Source: an optimization exercise on an open RTL-to-GDS flow (aim: small area, a short achievable clock period and few clock cycles per item). Production flows keep margins and buffers that such runs may drop. Power is estimated from default activity; no workload was simulated.

==> flow/design.v <==
module mesi_engine (
    input  wire        clk,
    input  wire        rst,             
    input  wire        req_valid,
    output wire        req_ready,
    input  wire [1:0]  req_core,
    input  wire        req_write,       
    input  wire [31:0] req_addr,
    output reg         rsp_valid,
    output reg         rsp_hit,
    output reg  [1:0]  rsp_state,       
    output reg         rsp_evict,       
    output reg         rsp_writeback,   
    output reg  [31:0] rsp_victim_addr, 
    output reg         rsp_upgrade,     
    output reg         rsp_provided,    
    output reg  [1:0]  rsp_source,      
    output reg         rsp_snoop_wb,    
    output reg  [1:0]  rsp_inval,       
    output reg  [7:0]  rsp_stall        
);
    localparam TAG_W = 26;
    localparam [1:0] ST_I = 2'b00, ST_S = 2'b01, ST_E = 2'b10, ST_M = 2'b11;
    assign req_ready = 1'b1;
    reg [TAG_W-1:0] tag_q   [0:63];
    reg [1:0]       state_q [0:63];
    reg [5:0]       lru_q   [0:15];
    reg             lw_v;
    reg [1:0]       lw_c;
    reg [1:0]       lw_s;
    reg [1:0]       lw_w;
    reg [TAG_W-1:0] lw_t;
    reg             v1;
    reg [1:0]       c1;
    reg             w1;
    reg [TAG_W-1:0] t1;
    reg [1:0]       s1;
    always @(posedge clk) begin
        v1 <= !rst && req_valid;
        c1 <= req_core;
        w1 <= req_write;
        t1 <= req_addr[31:6];
        s1 <= req_addr[5:4];
    end
    reg             v2;
    reg [1:0]       c2;
    reg             w2;
    reg [TAG_W-1:0] t2;
    reg [1:0]       s2;
    reg [15:0]      m2;         
    reg [TAG_W-1:0] own2 [0:3]; 
    reg             ss2;        
    reg [3:0]       c2oh;       
    reg             st2;        
    reg [TAG_W-1:0] lt [0:15];
    integer i;
    always @* begin
        for (i = 0; i < 16; i = i + 1)
            lt[i] = tag_q[{i[3:2], s1, i[1:0]}];
    end
    always @(posedge clk) begin
        v2  <= !rst && v1;
        c2  <= c1;
        w2  <= w1;
        t2  <= t1;
        s2  <= s1;
        for (i = 0; i < 16; i = i + 1)
            m2[i] <= (lw_v && lw_s == s1 && lw_c == i[3:2] && lw_w == i[1:0]) ?
                     (lw_t == t1) : (lt[i] == t1);
        for (i = 0; i < 4; i = i + 1)
            own2[i] <= lt[{c1, i[1:0]}];
        ss2 <= (s1 == s2);
        c2oh <= 4'b0001 << c1;
        st2 <= (t1 == t2);
    end
    reg [1:0]  st   [0:15];    
    reg [15:0] vm;             
    reg [1:0]  pst  [0:3];     
    reg        hit;
    reg [1:0]  hit_way;
    reg [1:0]  hit_state;
    reg        found_inv;
    reg [1:0]  victim;
    reg [1:0]  victim_state;
    reg [5:0]  lru;
    reg [3:0]  vic [0:3];
    reg [3:0]  vic_oh;
    reg [TAG_W-1:0] vtag;
    reg        provided;
    reg [1:0]  source;
    reg        snoop_wb;
    reg [1:0]  copies;
    reg [1:0]  new_state;
    reg [1:0]  touch_way;
    reg [7:0]  stall;
    reg        upgrade;
    reg [1:0]  nst  [0:15];    
    reg [5:0]  nlru;
    integer c, w;
    always @* begin
        for (i = 0; i < 16; i = i + 1) begin
            st[i] = state_q[{i[3:2], s2, i[1:0]}];
            vm[i] = (st[i] != ST_I) &&
                    ((lw_v && ss2 && lw_c == i[3:2] && lw_w == i[1:0]) ? st2 : m2[i]);
        end
        for (c = 0; c < 4; c = c + 1) begin
            pst[c] = ST_I;
            for (w = 0; w < 4; w = w + 1)
                if (vm[c*4+w])
                    pst[c] = pst[c] | st[c*4+w];
        end
        hit       = 1'b0;
        hit_way   = 2'd0;
        for (w = 0; w < 4; w = w + 1)
            if (vm[{c2, w[1:0]}]) begin
                hit     = 1'b1;
                hit_way = hit_way | w[1:0];
            end
        hit_state = pst[c2];
        for (c = 0; c < 4; c = c + 1) begin
            lru = lru_q[{c[1:0], s2}];
            if (st[c*4+0] == ST_I)      vic[c] = 4'b0001;
            else if (st[c*4+1] == ST_I) vic[c] = 4'b0010;
            else if (st[c*4+2] == ST_I) vic[c] = 4'b0100;
            else if (st[c*4+3] == ST_I) vic[c] = 4'b1000;
            else vic[c] = {lru[2] & lru[4] & lru[5],
                           lru[1] & lru[3] & !lru[5],
                           lru[0] & !lru[3] & !lru[4],
                           !lru[0] & !lru[1] & !lru[2]};
        end
        vic_oh = 4'b0000;
        for (c = 0; c < 4; c = c + 1)
            if (c2oh[c]) vic_oh = vic_oh | vic[c];
        victim = {vic_oh[3] | vic_oh[2], vic_oh[3] | vic_oh[1]};
        victim_state = ST_I;
        vtag = {TAG_W{1'b0}};
        for (w = 0; w < 4; w = w + 1)
            if (vic_oh[w]) begin
                victim_state = victim_state | st[{c2, w[1:0]}];
                vtag = vtag | own2[w];
            end
        lru = lru_q[{c2, s2}];
        provided = 1'b0;
        source   = 2'd0;
        snoop_wb = 1'b0;
        copies   = 2'd0;
        if (!hit) begin
            for (c = 0; c < 4; c = c + 1) begin
                if (c != c2 && pst[c] != ST_I) begin
                    copies = copies + 2'd1;
                    if (pst[c] == ST_M)
                        snoop_wb = 1'b1;
                    if (!provided && (!w2 || pst[c] == ST_M)) begin
                        provided = 1'b1;
                        source   = c[1:0];
                    end
                end
            end
        end
        upgrade = hit && w2 && hit_state == ST_S;
        if (hit) begin
            new_state = w2 ? ST_M : hit_state;
            touch_way = hit_way;
            stall     = 8'd0;
        end else begin
            new_state = w2 ? ST_M : (provided ? ST_S : ST_E);
            touch_way = victim;
            stall     = (victim_state == ST_M ? 8'd100 : 8'd0) +
                        (provided ? 8'd8 : 8'd100);
        end
        for (i = 0; i < 16; i = i + 1) begin
            nst[i] = st[i];
            if (i[3:2] == c2) begin
                if (i[1:0] == touch_way)
                    nst[i] = new_state;
            end else if (vm[i]) begin
                if (!hit)
                    nst[i] = w2 ? ST_I : ST_S;    
                else if (upgrade)
                    nst[i] = ST_I;                
            end
        end
        nlru = lru;
        case (touch_way)
            2'd0: begin nlru[0] = 1'b1; nlru[1] = 1'b1; nlru[2] = 1'b1; end
            2'd1: begin nlru[0] = 1'b0; nlru[3] = 1'b1; nlru[4] = 1'b1; end
            2'd2: begin nlru[1] = 1'b0; nlru[3] = 1'b0; nlru[5] = 1'b1; end
            default: begin nlru[2] = 1'b0; nlru[4] = 1'b0; nlru[5] = 1'b0; end
        endcase
    end
    integer l;
    always @(posedge clk) begin
        if (rst) begin
            for (l = 0; l < 64; l = l + 1)
                state_q[l] <= ST_I;
        end else if (v2) begin
            for (i = 0; i < 16; i = i + 1)
                state_q[{i[3:2], s2, i[1:0]}] <= nst[i];
        end
        if (v2) begin
            lru_q[{c2, s2}] <= nlru;
        end
        lw_v <= !rst && v2 && !hit;
        lw_c <= c2;
        lw_s <= s2;
        lw_w <= victim;
        lw_t <= t2;
        if (lw_v)
            tag_q[{lw_c, lw_s, lw_w}] <= lw_t;
        rsp_valid       <= !rst && v2;
        rsp_hit         <= hit;
        rsp_state       <= new_state;
        rsp_evict       <= !hit && victim_state != ST_I;
        rsp_writeback   <= !hit && victim_state == ST_M;
        rsp_victim_addr <= {vtag, s2, 4'b0000};
        rsp_upgrade     <= upgrade;
        rsp_provided    <= provided;
        rsp_source      <= source;
        rsp_snoop_wb    <= snoop_wb;
        rsp_inval       <= hit ? {1'b0, upgrade} : (w2 ? copies : 2'd0);
        rsp_stall       <= stall;
    end
endmodule
==> flow/config.mk <==
export PLATFORM = sky130hd
export DESIGN_NAME = mesi_engine
export DESIGN_NICKNAME = mesi_engine
export VERILOG_FILES = /design/flow/design.v
export SDC_FILE = /design/flow/constraint.sdc
export NUM_CORES = 4
export LEC_CHECK = 0
export CAP_MARGIN = 20
export CORE_MARGIN = 2
export CORE_UTILIZATION = 40
export SLEW_MARGIN = 20
==> flow/constraint.sdc <==
create_clock -name core_clock -period 12.0 [get_ports {clk}]
set_input_delay 2.4000 -clock core_clock [delete_from_list [all_inputs] [get_ports {clk}]]
set_output_delay 2.4000 -clock core_clock [all_outputs]
set_load 0.01 [all_outputs]
standard.sh (not shown) runs the stock make flow with config.mk's settings and CLKGATE_MAP_FILE= SYNTH_SCRIPT=/design/flow/synth_recipe.tcl, a recipe that flattens the netlist after the stock synthesis.
==> flow/flow/run.sh <==
#!/bin/bash
# Standard synthesis, then the standard layout steps with a tighter setup
# target for the resizer's timing repair (the SDC is unchanged).
set -euo pipefail
bash standard.sh synth > synth.log 2>&1
bash standard.sh SETUP_SLACK_MARGIN=8.5 finish > layout.log 2>&1
Change:
--- a/flow/design.v
+++ b/flow/design.v
@@ -51,8 +51,10 @@
     reg [TAG_W-1:0] own2 [0:3]; 
     reg             ss2;        
     reg [3:0]       c2oh;       
     reg             st2;        
+    reg [1:0]       sq2  [0:15]; 
+    reg [5:0]       lq2  [0:3];  
     reg [TAG_W-1:0] lt [0:15];
     integer i;
     always @* begin
         for (i = 0; i < 16; i = i + 1)
@@ -98,9 +100,9 @@
     reg [5:0]  nlru;
     integer c, w;
     always @* begin
         for (i = 0; i < 16; i = i + 1) begin
-            st[i] = state_q[{i[3:2], s2, i[1:0]}];
+            st[i] = sq2[i];
             vm[i] = (st[i] != ST_I) &&
                     ((lw_v && ss2 && lw_c == i[3:2] && lw_w == i[1:0]) ? st2 : m2[i]);
         end
         for (c = 0; c < 4; c = c + 1) begin
@@ -117,9 +119,9 @@
                 hit_way = hit_way | w[1:0];
             end
         hit_state = pst[c2];
         for (c = 0; c < 4; c = c + 1) begin
-            lru = lru_q[{c[1:0], s2}];
+            lru = lq2[c];
             if (st[c*4+0] == ST_I)      vic[c] = 4'b0001;
             else if (st[c*4+1] == ST_I) vic[c] = 4'b0010;
             else if (st[c*4+2] == ST_I) vic[c] = 4'b0100;
             else if (st[c*4+3] == ST_I) vic[c] = 4'b1000;
@@ -138,9 +140,11 @@
             if (vic_oh[w]) begin
                 victim_state = victim_state | st[{c2, w[1:0]}];
                 vtag = vtag | own2[w];
             end
-        lru = lru_q[{c2, s2}];
+        lru = 6'd0;
+        for (c = 0; c < 4; c = c + 1)
+            if (c2oh[c]) lru = lru | lq2[c];
         provided = 1'b0;
         source   = 2'd0;
         snoop_wb = 1'b0;
         copies   = 2'd0;
@@ -219,5 +223,11 @@
         rsp_snoop_wb    <= snoop_wb;
         rsp_inval       <= hit ? {1'b0, upgrade} : (w2 ? copies : 2'd0);
         rsp_stall       <= stall;
     end
+    always @(posedge clk) begin
+        for (i = 0; i < 16; i = i + 1)
+            sq2[i] <= (v2 && s1 == s2) ? nst[i] : state_q[{i[3:2], s1, i[1:0]}];
+        for (c = 0; c < 4; c = c + 1)
+            lq2[c] <= (v2 && s1 == s2 && c2 == c[1:0]) ? nlru : lru_q[{c[1:0], s1}];
+    end
 endmodule
After rerunning: Power climbs by 1.9%; hold slack is worse by 0.011 ns; clock power grows by about 1%; setup slack gains 0.12 ns; global-route usage drops by 0.21 points; synthesized cell count climbs by 2.4%.
No run of this note included a check of the RTL's function; only the layout flow was run.

re-timing with driven ports:
Ports are ideal in the flow. The routed layouts listed here were re-timed in OpenROAD.
Step 1 sets driving cells, clkbuf_16 on the clock port and buf_2 on the other inputs (assumed; they add their load-dependent delay and slew).
Step 2, shift: input delay + t, output delay - t, t = (earliest + latest rising clock arrival at the registers) / 2. This alone moves slack from input paths to output paths.
Slacks: ideal ports / drivers / drivers and shift; pairs: ideal ports / drivers.
run	shift t [ns]	slack for setup (ns)	latest minus earliest clock arrival (ns)
the first run	0.925	7.885 / 7.885 / 7.613	0.070 / 0.071
the second run	0.931	8.005 / 8.005 / 7.400	0.119 / 0.118
After both steps every run listed still meets setup and hold. For the second run, which loses most, drivers alone change the setup slack by 0.000 ns; drivers and shift together by -0.605 ns.
